This is an optimization exercise on Yosys and OpenROAD, whose aim is small area, a short achievable clock period and few clock cycles per item, not a production implementation. Only simulation tests tie the RTL to the original design; equivalence was not proved. Power is estimated from default activity; no workload was simulated.

==> quartz: inputs <==
## datc_gain
module datc_gain (
    input  wire        clk,
    input  wire        rst,
    input  wire        ctl_valid,
    input  wire        ctl_vol,        
    input  wire [1:0]  ctl_ch,         
    input  wire [15:0] ctl_arg,
    input  wire        blk_valid,
    output wire        blk_ready,
    input  wire [4:0]  blk_cnt,        
    input  wire [2:0]  blk_fmt,        
    input  wire        in_valid,
    output wire        in_ready,
    input  wire [63:0] in_data,        
    output wire        out_valid,
    input  wire        out_ready,
    output wire [31:0] out_data,
    output wire        out_last
);
==> flow/config.mk <==
export PLATFORM = sky130hd
export DESIGN_NAME = datc_gain
export DESIGN_NICKNAME = datc_gain
export VERILOG_FILES = /design/flow/design.v
export SDC_FILE = /design/flow/constraint.sdc
export NUM_CORES = 4
export LEC_CHECK = 0
export CAP_MARGIN = 0
export CORE_MARGIN = 2
export CORE_UTILIZATION = 65
export SLEW_MARGIN = 0
==> flow/constraint.sdc <==
create_clock -name core_clock -period 12.5 [get_ports {clk}]
set_input_delay 2.5000 -clock core_clock [delete_from_list [all_inputs] [get_ports {clk}]]
set_output_delay 2.5000 -clock core_clock [all_outputs]
set_load 0.01 [all_outputs]
run.sh (not shown) runs the stock make flow with config.mk's settings and CLKGATE_MAP_FILE= SYNTH_SCRIPT=/design/flow/synth_recipe.tcl, a recipe that flattens the netlist after the stock synthesis.
==> inputs of delta, as changes to quartz <==
--- a/flow/design.v
+++ b/flow/design.v
@@ -103,13 +103,13 @@
     wire       lastw  = wcnt == 5'd31;
     wire       fin    = act & iss & lastw;
     wire       accb   = blk_valid & blk_ready_r;
     wire       capR   = in_ready_r & in_valid;
     wire       capL   = ~in_ready_r & in_valid & (fleft != 5'd0) & (~sv | iss_s);
     wire       nz     = blk_cnt != 5'd0;
-    wire       estart = ~eb & (dirty != 2'd0) & (rl == 2'd0) & ~wr_d;
+    wire       estart = ~eb & (dirty != 2'd0) & (rl == 2'd0);
     wire       esel   = ~dirty[0];
     wire [15:0] vsel  = esel ? vol1 : vol0;
     wire signed [16:0] atts = $signed({vol2[15], vol2}) + $signed({vsel[15], vsel});
     wire        les   = atts <= -17'sd32768;
     wire [14:0] natts = ~atts[14:0] + 15'd1;
     wire [1:0] dset;
@@ -145,41 +145,21 @@
     wire [4:0] fleft_n = accb ? blk_cnt : (fleft - {4'd0, capR});
     wire       sv_n    = capR | capL | (sv & ~iss_s);
     wire       sch_n   = capR ? 1'b1 : (capL ? 1'b0 : sch);
     wire       eb_n    = estart | (eb & ~edone);
     wire [1:0] dirty_n = (dirty & ~dclr) | dset;
     wire       wr_d_n  = wr;
-    wire       act_a0   = fin ? pend : act;
-    wire       pend_a0  = fin ? 1'b0 : pend;
-    wire       pend_a1  = act & ~fin;
-    wire [4:0] wcnt_a0  = iss ? wcnt + 5'd1 : wcnt;
-    wire [4:0] wcnt_a1  = pend_a1 ? wcnt_a0 : 5'd0;
-    wire [4:0] N_a0     = (fin & pend) ? nbN : N;
-    wire [4:0] N_a1     = pend_a1 ? N : blk_cnt;
-    wire [1:0] rl_a0    = rl & ~{fin1, fin0};
-    wire       nd_a0    = needdiv & (rl != 2'd0);
-    wire       nd_a1    = nz & (blk_cnt != 5'd16);
-    wire [5:0] w2N_a0   = {N_a0, 1'b0};
-    wire [5:0] w2N_a1   = {N_a1, 1'b0};
-    wire       f0_a0    = ~pend_a0 | (N_a0 == 5'd0) | ({1'b0, wcnt_a0} > w2N_a0 - 6'd2);
-    wire       f1_a0    = ~pend_a0 | (N_a0 == 5'd0) | ({1'b0, wcnt_a0} > w2N_a0 - 6'd1);
-    wire       f0_a1    = ~pend_a1 | (N == 5'd0) | ({1'b0, wcnt_a0} > {N, 1'b0} - 6'd2);
-    wire       f1_a1    = ~pend_a1 | (N == 5'd0) | ({1'b0, wcnt_a0} > {N, 1'b0} - 6'd1);
-    wire       st0_n    = accb ? (nz & f0_a1) : (rl_a0[0] & f0_a0);
-    wire       st1_n    = accb ? (nz & f1_a1) : (rl_a0[1] & f1_a0);
-    wire       ws_a0    = act_a0 & ({1'b0, wcnt_a0} < w2N_a0) &
-                          ~(~pend_a0 & (nd_a0 | (dvc_n != 6'd0) | (wcnt_a0[0] ? rl_a0[1] : rl_a0[0])));
-    wire       ws_a1    = ({1'b0, wcnt_a1} < w2N_a1) &
-                          ~(~pend_a1 & (nd_a1 | (dvc_n != 6'd0) | nz));
-    wire       in_ready_n  = sv_n & ~sch_n & go_n & (accb ? ws_a1 : ws_a0);
-    wire       irdy_a0  = sv_n & ~sch_n & go_n & ws_a0;
-    wire [4:0] fleft_a0 = fleft - {4'd0, capR};
-    wire       blk_ready_n = ~accb & ~estart & (eb ? edone : 1'b1) & (((dirty & ~dclr) | dset) == 2'd0) & ~wr &
-                             ~pend_a0 & (rl_a0 == 2'd0) & ~nd_a0 & (dvc_n == 6'd0) &
-                             (~act_a0 | (wcnt_a0[4:1] == 4'b1111)) &
-                             ((fleft_a0 == 5'd0) | ((fleft_a0 == 5'd1) & irdy_a0));
+    wire [5:0] w2N_n    = {N_n, 1'b0};
+    wire       free0_n  = ~pend_n | (N_n == 5'd0) | ({1'b0, wcnt_n} > w2N_n - 6'd2);
+    wire       free1_n  = ~pend_n | (N_n == 5'd0) | ({1'b0, wcnt_n} > w2N_n - 6'd1);
+    wire       want_s_n = act_n & ({1'b0, wcnt_n} < w2N_n);
+    wire       nbwait_n = ~pend_n & (nd_n | (dvc_n != 6'd0) | (wcnt_n[0] ? rl_n[1] : rl_n[0]));
+    wire       in_ready_n  = sv_n & ~sch_n & go_n & want_s_n & ~nbwait_n;
+    wire       blk_ready_n = ~eb_n & (dirty_n == 2'd0) & ~wr_d_n & ~pend_n & (rl_n == 2'd0) &
+                             ~nd_n & (dvc_n == 6'd0) & (~act_n | (wcnt_n[4:1] == 4'b1111)) &
+                             ((fleft_n == 5'd0) | ((fleft_n == 5'd1) & in_ready_n));
     always @(posedge clk) begin
         if (rst) begin
             sil_r <= 2'b00; wr_d <= 1'b0; le <= 2'b00;
             dirty <= 2'b00; eb <= 1'b0;
             tdb0 <= ONE; tdb1 <= ONE;
             fx <= 2'b00;
@@ -188,22 +168,22 @@
             sv <= 1'b0;
             in_ready_r <= 1'b0; blk_ready_r <= 1'b0;
             p1v <= 1'b0; ov <= 1'b0; kv <= 1'b0;
         end else begin
             sil_r <= {mute2 | mute1 | le[1], mute2 | mute0 | le[0]};
             if (estart) begin
-                if (esel) le[1] <= lesr;
-                else      le[0] <= lesr;
+                if (esel) le[1] <= les;
+                else      le[0] <= les;
             end
             wr_d  <= wr_d_n;
             dirty <= dirty_n;
             eb    <= eb_n;
             fleft <= fleft_n;
             rl    <= rl_n;
-            ph0   <= phnext(ph0, st0_n, fx_n[0], n16_n);
-            ph1   <= phnext(ph1, st1_n, fx_n[1], n16_n);
+            ph0   <= phnext(ph0, rl_n[0] & free0_n, fx_n[0], n16_n);
+            ph1   <= phnext(ph1, rl_n[1] & free1_n, fx_n[1], n16_n);
             fx    <= fx_n;
             needdiv <= nd_n;
             dvc   <= dvc_n;
             dv1   <= dvc_n == 6'd1;
             act   <= act_n;
             pend  <= pend_n;
@@ -224,18 +204,13 @@
             if (edone) begin
                 if (ec) tdb1 <= one ? ONE : {1'b0, eacc[29:6]};
                 else    tdb0 <= one ? ONE : {1'b0, eacc[29:6]};
             end
         end
     end
-    reg  [14:0] mstart;
-    reg         lesr;
-    always @(posedge clk) begin
-        mstart <= les ? 15'd0 : natts;
-        lesr   <= les;
-    end
+    wire [14:0] mstart = les ? 15'd0 : natts;
     wire [14:0] mrest  = mask & (mask - 15'd1);
     function [29:0] romc(input [14:0] m);    
         reg [14:0] l;
         begin
             l = m & (~m + 15'd1);
             romc = 30'd0;
==> inputs of zinc, as changes to quartz <==
--- a/flow/design.v
+++ b/flow/design.v
@@ -256,16 +256,15 @@
             if (l[14]) romc = romc | 30'd677485;
         end
     endfunction
     wire        ej0  = ej == 2'd0;
     wire [30:0] eres = {ss, 1'b1} + {sc, cb};
     wire [29:0] eacc = rs ? ea : eres[30:1];
-    wire [9:0]  echk = ej0 ? eacc[9:0] : ea[9:0];
     wire [39:0] tS, tC;
     dg_etree etree (.ss(ej0 ? 30'd0 : ss), .sc(ej0 ? 30'd0 : sc), .cb(cb & ~ej0),
-                    .cf(cf), .a(echk), .S(tS), .C(tC));
+                    .cf(cf), .a(ea[9:0]), .S(tS), .C(tC));
     wire [10:0] tlow = {1'b0, tS[9:0]} + {1'b0, tC[9:0]};
     wire [14:0] m1st = mstart & (mstart - 15'd1);
     always @(posedge clk) begin
         if (estart) begin
             ec   <= esel;
             one  <= mstart == 15'd0;
@@ -273,24 +272,28 @@
             mask <= m1st;
             mnz  <= m1st != 15'd0;
             cf   <= romc(m1st);
             rs   <= 1'b1;
             ej   <= 2'd0;
         end else if (eb && mnz) begin
-            ss   <= tS[39:10];
-            sc   <= tC[39:10];
-            cb   <= tlow[10];
-            ea   <= (ej0 ? eacc : ea) >> 10;
-            if (ej == 2'd2) begin
+            if (ej == 2'd3) begin
+                ea   <= eres[30:1];
+                rs   <= 1'b1;
                 ej   <= 2'd0;
-                rs   <= 1'b0;
-                mask <= mrest;
-                mnz  <= mrest != 15'd0;
-                cf   <= romc(mrest);
             end else begin
+                ss   <= tS[39:10];
+                sc   <= tC[39:10];
+                cb   <= tlow[10];
+                ea   <= ea >> 10;
                 ej   <= ej + 2'd1;
+                if (ej == 2'd2) begin
+                    rs   <= 1'b0;
+                    mask <= mrest;
+                    mnz  <= mrest != 15'd0;
+                    cf   <= romc(mrest);
+                end
             end
         end
     end
     wire [24:0] gh0 = ga0[40:16];
     wire [24:0] gh1 = ga1[40:16];
     wire [25:0] ds0 = (sw0 ? {1'b0, gh0} : {1'b0, te0}) - (sw0 ? {1'b0, te0} : {1'b0, gh0});
==> inputs of willow, as changes to quartz <==
--- a/flow/design.v
+++ b/flow/design.v
@@ -256,16 +256,15 @@
             if (l[14]) romc = romc | 30'd677485;
         end
     endfunction
     wire        ej0  = ej == 2'd0;
     wire [30:0] eres = {ss, 1'b1} + {sc, cb};
     wire [29:0] eacc = rs ? ea : eres[30:1];
-    wire [9:0]  echk = ej0 ? eacc[9:0] : ea[9:0];
     wire [39:0] tS, tC;
     dg_etree etree (.ss(ej0 ? 30'd0 : ss), .sc(ej0 ? 30'd0 : sc), .cb(cb & ~ej0),
-                    .cf(cf), .a(echk), .S(tS), .C(tC));
+                    .cf(cf), .a(ea[9:0]), .S(tS), .C(tC));
     wire [10:0] tlow = {1'b0, tS[9:0]} + {1'b0, tC[9:0]};
     wire [14:0] m1st = mstart & (mstart - 15'd1);
     always @(posedge clk) begin
         if (estart) begin
             ec   <= esel;
             one  <= mstart == 15'd0;
@@ -273,24 +272,28 @@
             mask <= m1st;
             mnz  <= m1st != 15'd0;
             cf   <= romc(m1st);
             rs   <= 1'b1;
             ej   <= 2'd0;
         end else if (eb && mnz) begin
-            ss   <= tS[39:10];
-            sc   <= tC[39:10];
-            cb   <= tlow[10];
-            ea   <= (ej0 ? eacc : ea) >> 10;
-            if (ej == 2'd2) begin
+            if (ej == 2'd3) begin
+                ea   <= eres[30:1];
+                rs   <= 1'b1;
                 ej   <= 2'd0;
-                rs   <= 1'b0;
-                mask <= mrest;
-                mnz  <= mrest != 15'd0;
-                cf   <= romc(mrest);
             end else begin
+                ss   <= tS[39:10];
+                sc   <= tC[39:10];
+                cb   <= tlow[10];
+                ea   <= ea >> 10;
                 ej   <= ej + 2'd1;
+                if (ej == 2'd2) begin
+                    rs   <= 1'b0;
+                    mask <= mrest;
+                    mnz  <= mrest != 15'd0;
+                    cf   <= romc(mrest);
+                end
             end
         end
     end
     wire [24:0] gh0 = ga0[40:16];
     wire [24:0] gh1 = ga1[40:16];
     wire [25:0] ds0 = (sw0 ? {1'b0, gh0} : {1'b0, te0}) - (sw0 ? {1'b0, te0} : {1'b0, gh0});
- CORE_UTILIZATION: 65 -> 75
==> results.txt <==
Via count: willow > zinc > quartz > delta. Of delta and zinc, zinc has the higher flip-flop and latch count (gap 17). Clock skew: delta < zinc < quartz < willow. Non-clock buffer count, lowest first: willow, quartz, zinc, delta. The highest routed wire length belongs to zinc, the lowest to willow. Maximum frequency: quartz is smaller than zinc (about 14%). The lowest die area belongs to willow, the highest to quartz. Design area: delta < willow < zinc < quartz. zinc produced a clean layout. delta completed with no timing, DRC or antenna violations. quartz ran to the end with no violations. willow finished clean.
==> figures <==
metric	willow	delta	quartz	zinc
Sequential power	3.87 mW	4.12 mW	3.95 mW	3.85 mW
Post-Synthesis Mean Instance Area	9.360 um2	9.390 um2	9.343 um2	9.360 um2
Cell type of the slowest stage on the worst timing path	edfxtp_1	a21oi_1	fa_1	edfxtp_1
Switch share	0.4522	0.4712	0.4648	0.4544
Wire length per cell	22.70 um	22.74 um	22.19 um	23.20 um
Total placed instance area	0.06988 mm2	0.06978 mm2	0.07060 mm2	0.07027 mm2
Arrival time at the worst endpoint	5640 ps	6810 ps	6350 ps	5510 ps
Fraction of standard cell area that is sequential	0.2444	0.2407	0.2422	0.2431
Taps Inserted	1176	1368	1380	1380
Number of fillers in the final layout	5709	7875	8112	8079
Number of sinks driven by the clock tree	693	676	693	693
Result of the run	no timing/DRC/antenna violations	no timing/DRC/antenna violations	no timing/DRC/antenna violations	no timing/DRC/antenna violations
Hold_ws	411.6 ps	409.2 ps	403.2 ps	450.1 ps
Simple-Gate Fraction of Synth Area	0.1831	0.1826	0.1838	0.1831
Post-route minimum period	5268 ps	6258 ps	5926 ps	5108 ps
Instance count after placement with tap cells included	8285	8416	8549	8505
Ratio of cells with drive above 1 in the final layout	0.05813	0.06493	0.05874	0.06017
Sum of buffers and inverters on the critical path	5	2	3	4
Testbench counts of quartz, summed over its fixed seeds: cycles 12,830, blocks 384.
Testbench counts of delta, summed over its fixed seeds: cycles 12,829, blocks 384.
Testbench counts of zinc, summed over its fixed seeds: cycles 13,301, blocks 384.
Testbench counts of willow, summed over its fixed seeds: cycles 13,301, blocks 384.

==> afterwards: timing with drivers on the ports <==
Ports are ideal in the flow. The routed layouts listed here were re-timed in OpenROAD. Step 1: set_driving_cell puts a clkbuf_16 on clk and a buf_2 on each other input, an assumption about the parent block. Step 2 moves the port delays by t, midway between the first and last clock arrival at a register: inputs arrive t later, outputs are due t later. That takes back most of the time a late clock gives input paths. Three values: ideal ports, drivers, drivers and shift; two values: the first two.
run | shift t [ns] | setup slack, ns | worst setup path at the end | slew at the worst register clock pin (ns)
quartz | 0.753 | 6.574 / 6.574 / 6.574 | register to register | 0.07 / 0.07
delta | 0.740 | 6.242 / 6.290 / 5.550 | input to register | 0.07 / 0.07
zinc | 0.757 | 7.392 / 7.392 / 7.125 | input to register | 0.07 / 0.07
willow | 0.734 | 7.233 / 7.233 / 6.893 | input to register | 0.07 / 0.07
After both steps every run listed still meets setup and hold. For delta, which loses most, drivers alone change the setup slack by +0.048 ns; drivers and shift together by -0.692 ns.
